Background: an optimization exercise with open tools, aiming at small area. Do not read the settings as production practice.
In this exercise RTL edits were held to simulation tests only and were not proved equivalent to the original.
Power and IR drop assume default switching activity.

==> design/flow/design.v <==
module triple_tx #(
    parameter CHANNEL_COUNT = 112
) (
    input  wire         clk,
    input  wire         rst,
    input  wire         tx_valid,
    output wire         tx_ready,
    input  wire         tx_fd,
    input  wire [7:0]   tx_channel,
    input  wire [31:0]  tx_id,
    input  wire         tx_ext,
    input  wire         tx_rtr,
    input  wire         tx_brs,
    input  wire         tx_esi,
    input  wire [7:0]   tx_len,
    input  wire [511:0] tx_data,
    output wire         txo_valid,
    input  wire         txo_ready,
    output wire [7:0]   txo_byte,
    output wire         txo_last,
    output reg          tx_err_valid,
    output reg  [1:0]   tx_err_code
);
    localparam [7:0] START  = 8'h0F;
    localparam [7:0] END    = 8'hEF;
    localparam [7:0] ESCAPE = 8'h1F;
    localparam [7:0] TX_CAN = 8'h81;
    localparam [1:0] S_IDLE  = 2'd0;
    localparam [1:0] S_CHECK = 2'd1;
    localparam [1:0] S_SEND  = 2'd2;
    localparam [1:0] ERR_INVALID_LENGTH = 2'd1;
    localparam [1:0] ERR_CHANNEL_RANGE  = 2'd2;
    function is_special;
        input [7:0] b;
        begin
            is_special = (b == START) || (b == END) || (b == ESCAPE);
        end
    endfunction
    reg  [1:0]   state;
    reg          fd_q;
    reg  [7:0]   chan_q;
    reg  [31:0]  id_q;
    reg          ext_q;
    reg          rtr_q;
    reg          brs_q;
    reg          esi_q;
    reg  [7:0]   len_q;
    reg  [511:0] data_q;
    reg  [7:0]   L_q;        
    reg  [7:0]   flag_q;     
    reg  [7:0]   chanb_q;    
    reg  [7:0]   pos;        
    reg          esc_sent;   
    reg          len_ok;
    reg  [3:0]   code;
    always @* begin
        len_ok = 1'b0;
        code   = 4'd0;
        if (len_q <= 8'd8) begin
            len_ok = 1'b1;
            code   = len_q[3:0];
        end else if (fd_q) begin
            case (len_q)
                8'd12: begin len_ok = 1'b1; code = 4'h9; end
                8'd16: begin len_ok = 1'b1; code = 4'hA; end
                8'd20: begin len_ok = 1'b1; code = 4'hB; end
                8'd24: begin len_ok = 1'b1; code = 4'hC; end
                8'd32: begin len_ok = 1'b1; code = 4'hD; end
                8'd48: begin len_ok = 1'b1; code = 4'hE; end
                8'd64: begin len_ok = 1'b1; code = 4'hF; end
                default: begin len_ok = 1'b0; code = 4'h0; end
            endcase
        end
    end
    wire       chan_ok = (chan_q < CHANNEL_COUNT);
    wire [7:0] flag    = {ext_q, rtr_q, fd_q, fd_q & brs_q, code};
    wire [7:0] chanb   = {fd_q & esi_q, chan_q[6:0]};
    reg  [127:0] sp;
    reg  [7:0]   lvl [0:127];
    reg  [7:0]   nspec;
    integer i;
    always @* begin
        sp = 128'd0;
        for (i = 0; i < 4; i = i + 1)
            sp[i] = is_special(id_q[8*i +: 8]);
        sp[4] = is_special(flag);
        sp[5] = is_special(chanb);
        for (i = 0; i < 64; i = i + 1)
            sp[6 + i] = (i < len_q) && is_special(data_q[8*i +: 8]);
        for (i = 0; i < 128; i = i + 1)
            lvl[i] = {7'd0, sp[i]};
        for (i = 0; i < 64; i = i + 1) lvl[i] = lvl[2*i] + lvl[2*i + 1];
        for (i = 0; i < 32; i = i + 1) lvl[i] = lvl[2*i] + lvl[2*i + 1];
        for (i = 0; i < 16; i = i + 1) lvl[i] = lvl[2*i] + lvl[2*i + 1];
        for (i = 0; i < 8;  i = i + 1) lvl[i] = lvl[2*i] + lvl[2*i + 1];
        for (i = 0; i < 4;  i = i + 1) lvl[i] = lvl[2*i] + lvl[2*i + 1];
        for (i = 0; i < 2;  i = i + 1) lvl[i] = lvl[2*i] + lvl[2*i + 1];
        nspec = lvl[0] + lvl[1];
    end
    wire [7:0] L_calc = 8'd10 + len_q + nspec;
    wire [7:0] last_pos = len_q + 8'd9;
    wire [7:0] k        = pos - 8'd2;      
    wire [7:0] dk       = pos - 8'd9;      
    reg  [7:0] cur;
    always @* begin
        if (pos == 8'd0)
            cur = START;
        else if (pos == 8'd1)
            cur = L_q;
        else if (pos == last_pos)
            cur = END;
        else begin
            case (k)
                8'd0:    cur = TX_CAN;
                8'd1:    cur = id_q[31:24];
                8'd2:    cur = id_q[23:16];
                8'd3:    cur = id_q[15:8];
                8'd4:    cur = id_q[7:0];
                8'd5:    cur = flag_q;
                8'd6:    cur = chanb_q;
                default: cur = data_q[8*dk[5:0] +: 8];
            endcase
        end
    end
    wire stuffable = (pos != 8'd0) && (pos != last_pos);
    wire need_esc  = stuffable && is_special(cur) && !esc_sent;
    assign tx_ready  = (state == S_IDLE);
    assign txo_valid = (state == S_SEND);
    assign txo_byte  = need_esc ? ESCAPE : cur;
    assign txo_last  = (pos == last_pos) && (state == S_SEND);
    always @(posedge clk) begin
        if (rst) begin
            state        <= S_IDLE;
            pos          <= 8'd0;
            esc_sent     <= 1'b0;
            tx_err_valid <= 1'b0;
            tx_err_code  <= 2'd0;
        end else begin
            tx_err_valid <= 1'b0;
            case (state)
                S_IDLE: begin
                    if (tx_valid) begin
                        fd_q   <= tx_fd;
                        chan_q <= tx_channel;
                        id_q   <= tx_id;
                        ext_q  <= tx_ext;
                        rtr_q  <= tx_rtr;
                        brs_q  <= tx_brs;
                        esi_q  <= tx_esi;
                        len_q  <= tx_len;
                        data_q <= tx_data;
                        state  <= S_CHECK;
                    end
                end
                S_CHECK: begin
                    if (!len_ok) begin
                        tx_err_valid <= 1'b1;
                        tx_err_code  <= ERR_INVALID_LENGTH;
                        state        <= S_IDLE;
                    end else if (!chan_ok) begin
                        tx_err_valid <= 1'b1;
                        tx_err_code  <= ERR_CHANNEL_RANGE;
                        state        <= S_IDLE;
                    end else begin
                        L_q      <= L_calc;
                        flag_q   <= flag;
                        chanb_q  <= chanb;
                        pos      <= 8'd0;
                        esc_sent <= 1'b0;
                        state    <= S_SEND;
                    end
                end
                S_SEND: begin
                    if (txo_ready) begin
                        if (need_esc) begin
                            esc_sent <= 1'b1;
                        end else begin
                            esc_sent <= 1'b0;
                            if (pos == last_pos)
                                state <= S_IDLE;
                            else
                                pos <= pos + 8'd1;
                        end
                    end
                end
                default: state <= S_IDLE;
            endcase
        end
    end
endmodule
module triple_rx #(
    parameter MTU = 100
) (
    input  wire         clk,
    input  wire         rst,
    input  wire         rx_in_valid,
    input  wire [7:0]   rx_in_byte,
    output reg          rx_valid,
    output reg  [2:0]   rx_kind,
    output reg  [7:0]   rx_info,
    output reg  [7:0]   rx_raw_len,
    output reg  [7:0]   rx_ulen,
    output reg  [6:0]   rx_channel,
    output reg  [31:0]  rx_id,
    output reg          rx_ext,
    output reg          rx_rtr,
    output reg          rx_brs,
    output reg          rx_esi,
    output reg  [6:0]   rx_len,
    output reg  [511:0] rx_data,
    output reg          rx_overflow
);
    localparam [7:0] END    = 8'hEF;
    localparam [7:0] ESCAPE = 8'h1F;
    localparam [2:0] K_CLASSIC   = 3'd0;
    localparam [2:0] K_FD        = 3'd1;
    localparam [2:0] K_STATUS    = 3'd2;
    localparam [2:0] K_FWVERSION = 3'd3;
    localparam [2:0] K_TRUNCATED = 3'd4;
    localparam [2:0] K_UNRECCMD  = 3'd5;
    localparam [2:0] K_INVLEN    = 3'd6;
    reg  [7:0]         count;      
    reg                err;        
    reg                prev_esc;   
    reg                uesc;       
    reg  [7:0]         ulen;       
    reg  [8*MTU-1:0]   ubuf;       
    wire [7:0] b        = rx_in_byte;
    wire       boundary = (b == END) && !prev_esc;
    wire       full     = (count == MTU);
    wire       store    = !err && !full;           
    wire       uwrite   = store && (uesc || (b != ESCAPE));
    wire [7:0] count_n  = count + {7'd0, store};
    wire [7:0] ulen_n   = ulen + {7'd0, uwrite};
    reg  [7:0] u [0:MTU-1];
    integer i;
    always @* begin
        for (i = 0; i < MTU; i = i + 1)
            u[i] = (uwrite && (ulen == i)) ? b : ubuf[8*i +: 8];
    end
    reg  [2:0]  d_kind;
    reg  [7:0]  d_info;
    reg  [7:0]  d_length;
    reg  [7:0]  d_flag;
    reg  [7:0]  d_chan;
    always @* begin
        d_kind   = K_TRUNCATED;
        d_info   = ulen_n;
        d_flag   = u[7];
        d_chan   = u[8];
        d_length = 8'd0;
        if (d_flag[5]) begin
            case (d_flag[3:0])
                4'h9:    d_length = 8'd12;
                4'hA:    d_length = 8'd16;
                4'hB:    d_length = 8'd20;
                4'hC:    d_length = 8'd24;
                4'hD:    d_length = 8'd32;
                4'hE:    d_length = 8'd48;
                4'hF:    d_length = 8'd64;
                default: d_length = {4'd0, d_flag[3:0]};
            endcase
        end else begin
            d_length = {4'd0, d_flag[3:0]};
        end
        if (ulen_n < 8'd3) begin
            d_kind = K_TRUNCATED;
            d_info = ulen_n;
        end else if (u[2] == 8'h8A) begin
            d_kind = K_STATUS;
            d_info = 8'd0;
        end else if (u[2] == 8'h90) begin
            d_kind = K_FWVERSION;
            d_info = 8'd0;
        end else if (u[2] != 8'h81) begin
            d_kind = K_UNRECCMD;
            d_info = u[2];
        end else if (ulen_n < 8'd9) begin
            d_kind = K_TRUNCATED;
            d_info = ulen_n;
        end else if (!d_flag[5] && (d_flag[3:0] > 4'd8)) begin
            d_kind = K_INVLEN;
            d_info = {4'd0, d_flag[3:0]};
        end else if (ulen_n < 8'd9 + d_length) begin
            d_kind = K_TRUNCATED;
            d_info = ulen_n;
        end else begin
            d_kind = d_flag[5] ? K_FD : K_CLASSIC;
            d_info = 8'd0;
        end
    end
    always @(posedge clk) begin
        if (rst) begin
            count       <= 8'd0;
            err         <= 1'b0;
            prev_esc    <= 1'b0;
            uesc        <= 1'b0;
            ulen        <= 8'd0;
            rx_valid    <= 1'b0;
            rx_overflow <= 1'b0;
        end else begin
            rx_valid    <= 1'b0;
            rx_overflow <= 1'b0;
            if (rx_in_valid) begin
                if (store) begin
                    for (i = 0; i < MTU; i = i + 1)
                        if (uwrite && (ulen == i))
                            ubuf[8*i +: 8] <= b;
                    count <= count_n;
                    ulen  <= ulen_n;
                    uesc  <= uesc ? 1'b0 : (b == ESCAPE);
                end else if (!err) begin
                    err         <= 1'b1;
                    rx_overflow <= 1'b1;
                end
                if (boundary) begin
                    if (store) begin
                        rx_valid   <= 1'b1;
                        rx_kind    <= d_kind;
                        rx_info    <= d_info;
                        rx_raw_len <= count_n;
                        rx_ulen    <= ulen_n;
                        rx_channel <= d_chan[6:0];
                        rx_id      <= {u[3], u[4], u[5], u[6]};
                        rx_ext     <= d_flag[7];
                        rx_rtr     <= d_flag[6];
                        rx_brs     <= d_flag[4];
                        rx_esi     <= d_chan[7];
                        rx_len     <= d_length[6:0];
                        for (i = 0; i < 64; i = i + 1)
                            rx_data[8*i +: 8] <= u[9 + i];
                    end
                    err      <= 1'b0;
                    count    <= 8'd0;
                    ulen     <= 8'd0;
                    uesc     <= 1'b0;
                    prev_esc <= 1'b0;
                end else begin
                    prev_esc <= (b == ESCAPE);
                end
            end
        end
    end
endmodule
module triple_codec (
    input  wire         clk,
    input  wire         rst,
    input  wire         tx_valid,
    output wire         tx_ready,
    input  wire         tx_fd,
    input  wire [7:0]   tx_channel,
    input  wire [31:0]  tx_id,
    input  wire         tx_ext,
    input  wire         tx_rtr,
    input  wire         tx_brs,
    input  wire         tx_esi,
    input  wire [7:0]   tx_len,
    input  wire [511:0] tx_data,
    output wire         txo_valid,
    input  wire         txo_ready,
    output wire [7:0]   txo_byte,
    output wire         txo_last,
    output wire         tx_err_valid,
    output wire [1:0]   tx_err_code,
    input  wire         rx_in_valid,
    input  wire [7:0]   rx_in_byte,
    output wire         rx_valid,
    output wire [2:0]   rx_kind,
    output wire [7:0]   rx_info,
    output wire [7:0]   rx_raw_len,
    output wire [7:0]   rx_ulen,
    output wire [6:0]   rx_channel,
    output wire [31:0]  rx_id,
    output wire         rx_ext,
    output wire         rx_rtr,
    output wire         rx_brs,
    output wire         rx_esi,
    output wire [6:0]   rx_len,
    output wire [511:0] rx_data,
    output wire         rx_overflow
);
    triple_tx #(.CHANNEL_COUNT(112)) u_tx (
        .clk          (clk),
        .rst          (rst),
        .tx_valid     (tx_valid),
        .tx_ready     (tx_ready),
        .tx_fd        (tx_fd),
        .tx_channel   (tx_channel),
        .tx_id        (tx_id),
        .tx_ext       (tx_ext),
        .tx_rtr       (tx_rtr),
        .tx_brs       (tx_brs),
        .tx_esi       (tx_esi),
        .tx_len       (tx_len),
        .tx_data      (tx_data),
        .txo_valid    (txo_valid),
        .txo_ready    (txo_ready),
        .txo_byte     (txo_byte),
        .txo_last     (txo_last),
        .tx_err_valid (tx_err_valid),
        .tx_err_code  (tx_err_code)
    );
    triple_rx #(.MTU(100)) u_rx (
        .clk         (clk),
        .rst         (rst),
        .rx_in_valid (rx_in_valid),
        .rx_in_byte  (rx_in_byte),
        .rx_valid    (rx_valid),
        .rx_kind     (rx_kind),
        .rx_info     (rx_info),
        .rx_raw_len  (rx_raw_len),
        .rx_ulen     (rx_ulen),
        .rx_channel  (rx_channel),
        .rx_id       (rx_id),
        .rx_ext      (rx_ext),
        .rx_rtr      (rx_rtr),
        .rx_brs      (rx_brs),
        .rx_esi      (rx_esi),
        .rx_len      (rx_len),
        .rx_data     (rx_data),
        .rx_overflow (rx_overflow)
    );
endmodule
==> design/flow/run.sh <==
#!/bin/bash
# synth_recipe.tcl (not shown) runs the flow's synth.tcl, then flattens the netlist and writes it again
# the make line also repeats each setting of config.mk as NAME=value (left out here)
make -C /OpenROAD-flow-scripts/flow DESIGN_CONFIG=/design/flow/config.mk WORK_HOME=/design/flow/orfs CLKGATE_MAP_FILE= SYNTH_SCRIPT=/design/flow/synth_recipe.tcl finish
==> design/flow/config.mk <==
export PLATFORM = sky130hd
export DESIGN_NAME = triple_codec
export DESIGN_NICKNAME = triple_codec
export VERILOG_FILES = /design/flow/design.v
export SDC_FILE = /design/flow/constraint.sdc
export NUM_CORES = 4
export LEC_CHECK = 0
export CAP_MARGIN = 20
export CORE_MARGIN = 2
export CORE_UTILIZATION = 40
export SLEW_MARGIN = 20
==> design/flow/constraint.sdc <==
create_clock -name core_clock -period 10.0 [get_ports {clk}]
set_input_delay 2.0000 -clock core_clock [delete_from_list [all_inputs] [get_ports {clk}]]
set_output_delay 2.0000 -clock core_clock [all_outputs]
set_load 0.01 [all_outputs]
==> impl_metrics.py <==
metrics = {
    "global_routing": {
        "use_met2": 0.494,
        "top_usage_layer": "met2",
        "grt_overflow_total": 0,
        "grt_util_met3": 0.0518,
        "use_met1": 0.292,
        "grt_use_total": 0.266,
        "antenna_found_initial": 36,
        "grt_pass1_vias": 42900,
        "grt_max_degree": 193,
        "grt_pass1_wl_um": 343000,
    },
    "worst_hold_path": {
        "hp-class": "reg2reg",
        "holdPathEnd": "u_tx.chanb_q[0]",
        "hold_start": "u_tx.chan_q[0]",
        "min_delay_path_depth": 0,
    },
    "worst_setup_path": {
        "startpoint": "u_tx.pos[0]",
        "r2r_slack_ns": 1.64,
        "r2r_start": "u_tx.len_q[1]",
        "critPathArrivalTime_ns": 6.73,
        "critPathCaptureType": "primary output",
        "path_cells": "inv_1 -> ha_4 -> buf_12 -> mux4_2 -> mux4_1 -> a22o_1 -> o41ai_1 -> or4b_2 -> nor3_2 -> nor2_1 -> clkdlybuf4s50_1",
        "path_max_fanout": 54,
        "crit_path_top_delay_cell": "dfxtp_4",
        "rr_worst_depth": 29,
        "critPathKind": "reg2out",
        "r2r_end": "u_tx.L_q[7]",
        "cp.required_ns": 8.00,
        "worstSetupStartpointType": "flip-flop",
        "critical-path-max-stage-delay_ns": 0.71,
    },
    "drt": {
        "wl_per_cell_um": 32.7,
        "wirelength_um": 253000,
        "first_pass_iters": 6,
        "drc_errors": 0,
        "via_count": 42900,
        "drt_first_iter_violations": 3851,
        "ant_nets": 0,
        "vias_per_cell": 5.54,
    },
    "synthesis": {
        "ys_seq_elements": 1781,
        "synth_cell_type_count": 84,
        "yosysSeqAreaShare": 0.728,
        "syn-num-nets": 4679,
        "synth_warnings": 4,
        "async_flop_share": 0,
        "synthFlopType": "edfxtp_1",
        "synth_area_per_cell_um2": 18.5,
        "syn-cell-area_um2": 73000,
        "synthCells": 3946,
        "synth_edf_count": 1746,
    },
    "final_layout": {
        "final_nets": 5936,
        "area_growth_pct": 28.2,
        "drive_gt1_frac": 0.197,
        "multi_input_area_um2": 18600,
        "regArea_um2": 53100,
        "fillers": 14800,
    },
    "clock_network": {
        "ctsResizeCount": 0,
        "cts_buffers": 185,
        "cts_tree": "yes",
        "path_clk_slew_ns": 0.06,
        "h-tree-depth": 4,
        "hold_buffers": 0,
        "clkSinkCount": 1781,
        "cts_setup_buffers": 0,
        "clock-root-buffer": "clkbuf_16",
        "clk_latency_ns": 0.85,
        "clk_path_buf_depth": 3,
    },
    "floorplanning": {
        "row_count": 156,
        "coreArea_um2": 181000,
        "die_h_um": 431,
        "die_x_um": 431,
        "start_util": 0.403,
        "ioPinCount": 1183,
        "die_area_um2": 186000,
    },
    "placed_design": {
        "dp_hpwl_um": 190000,
        "place_ws_ns": 1.62,
        "routabilityCongestion": 0.933,
        "io_buffers": 1182,
    },
    "power": {
        "p_int_uw": 12500,
        "power.share.switching": 0.218,
        "p_leak_uw": 0.0309,
        "p_per_area_nw_per_um2": 171,
        "clkPwrFrac": 0.416,
        "vdd_ir_drop_max_mv": 0.165,
        "p_seq_frac": 0.534,
        "p_switching_uw": 3480,
        "comb_power_share": 0.050,
    },
    "sta": {
        "finalHoldViolations": 0,
        "slew_headroom": 0.249,
        "fin_skew_ns": 0.0352,
        "setup_ws_ns": 1.27,
        "post-route-period-util": 0.873,
        "max_clock_freq_mhz": 115,
        "period_needed_ns": 8.73,
        "rsz0062_at_grt": "no",
        "fin_tns_setup_ns": 0,
        "worstMarginPinSlew_ns": 1.12,
        "setup_viol_count_final": 0,
        "slew_viol_final": 0,
    },
    "run_status": {
        "status": "finished clean",
    },
    "flow_run": {
        "maxCapViolations": 0,
    },
}
## metrics by stage
stage	hold slack, ns	util	instance area [µm²]	total power (µW)	instances
after global placement	0.440	0.484	87700	9470	7386
after detailed placement	0.455	0.485	87700	9480	7386
after floorplan	0.422	-	73000	9080	3946
after CTS	0.466	0.517	93500	16100	7723
after global routing	0.470	0.517	93500	16400	7743
final	0.460	0.517	93500	16000	7746
## power by group through the flow
stage                     logic [µW]  clock network, µW  registers, µW
final                            791               6650           8530
after global routing             840               7060           8550
after CTS                        800               6780           8530
after detailed placement         798                  0           8690
after global placement           790                  0           8680
after floorplan                  345                  0           8740
## state kept, by name, summed over array words and instances, names as in the netlist, 32 cells and up
register      count
u_rx.rx_data    512
u_rx.ubuf       568
u_tx.data_q     512
u_rx.rx_id       32
u_tx.id_q        32
## metal layers
layer,part of all wire,vias up
li1,-,18400
met1,0.35,22300
met2,0.54,1830
met3,0.060,389
met4,0.046,12
met5,0.00034,-
## worst max-delay path: cells and delay by family (launching register included)
| kind | cells | cell delay, ns |
|---|---|---|
| buf+inv | 3 | 1.38 |
| mux | 2 | 1.34 |
| compound gates | 2 | 0.99 |
| flops | 1 | 0.71 |
| simple gates | 3 | 0.68 |
| fa+ha+maj | 1 | 0.62 |
## cell type report
cell class              count  area share
well taps                2370      0.0317
clock buffers             238      0.0517
inverters                 146     0.00586
flip-flops and latches   1781       0.568
repair buffers           1238       0.132
diodes                     23    0.000615
multi-input cells        1851       0.199
clock inverters            99      0.0104
## worst max-delay path by stage
stage,to,slack (ns)
3_5_place_dp,u_tx.L_q[7],1.62
6_report,txo_byte[6],1.27
5_1_grt,txo_byte[4],1.00
3_3_place_gp,u_tx.L_q[7],1.75
2_1_floorplan,u_rx.rx_brs,-13.29
4_1_cts,txo_byte[4],1.16
## synth_stat cells (all sizes together) (7+ instances only)
cell	count	area, µm²
a2111oi	22	193
a211oi	10	75.1
a21oi	58	290
a221oi	22	193
a222oi	9	90.1
a22o	14	123
and2	13	81.3
and3	16	100
buf	45	310
clkbuf	123	462
dfxtp	35	701
edfxtp	1746	52400
fa	70	1400
ha	85	1060
inv	146	548
mux2	568	6400
mux2i	21	210
mux4	148	3350
nand2	138	518
nand2b	15	93.8
nand3	43	215
nand3b	8	60.1
nand4	76	475
nand4b	68	596
nor2	81	304
nor2b	11	68.8
nor3	60	305
nor3b	12	90.1
nor4	18	119
nor4b	9	78.8
o21a	7	52.6
o21ai	36	180
o31a	47	412
o31ai	15	113
or2	7	43.8
or3	21	131
xnor2	32	307
xor2	13	114
## cells by family after synthesis
group | synth area share
DFF | 0.728
and+or+nand+nor | 0.0469
buffers and inverters | 0.0181
muxes | 0.136
other | 0.0000514
xor gates and xnor gates | 0.00576
AOI/OAI and AO/OA | 0.0308
adders and majority gates | 0.0338
## placed cells by master (no fill, tap or decap), types with 58 or more instances in the layout
master and n:
edfxtp_1 1746, clkdlybuf4s50_1 1174, mux2_2 568, clkbuf_16 185
inv_1 146, mux4_2 144, nand2_1 138, ha_1 84
nor2_1 78, nand4_1 76, fa_1 70, nand4b_1 68
a21oi_1 58

[what the ideal ports hide]
How much do the figures lean on ideal ports? The routed layout below was timed once more, with nothing changed but the port constraints. Step 1: set_driving_cell puts a clkbuf_16 on clk and a buf_2 on each other input, an assumption about the parent block. Step 2 moves the port delays by t, midway between the first and last clock arrival at a register: inputs arrive t later, outputs are due t later. That takes back most of the time a late clock gives input paths. Slacks: ideal / step 1 / step 2; pairs: ideal / step 1.
t, ns: 0.924
slack for setup (ns): 1.270 / 1.181 / 1.639
clock arrival spread, ns: 0.043 / 0.043
After both steps setup and hold are still met in this run. The setup slack of this run moves by -0.089 ns with the drivers and by +0.369 ns with both steps.
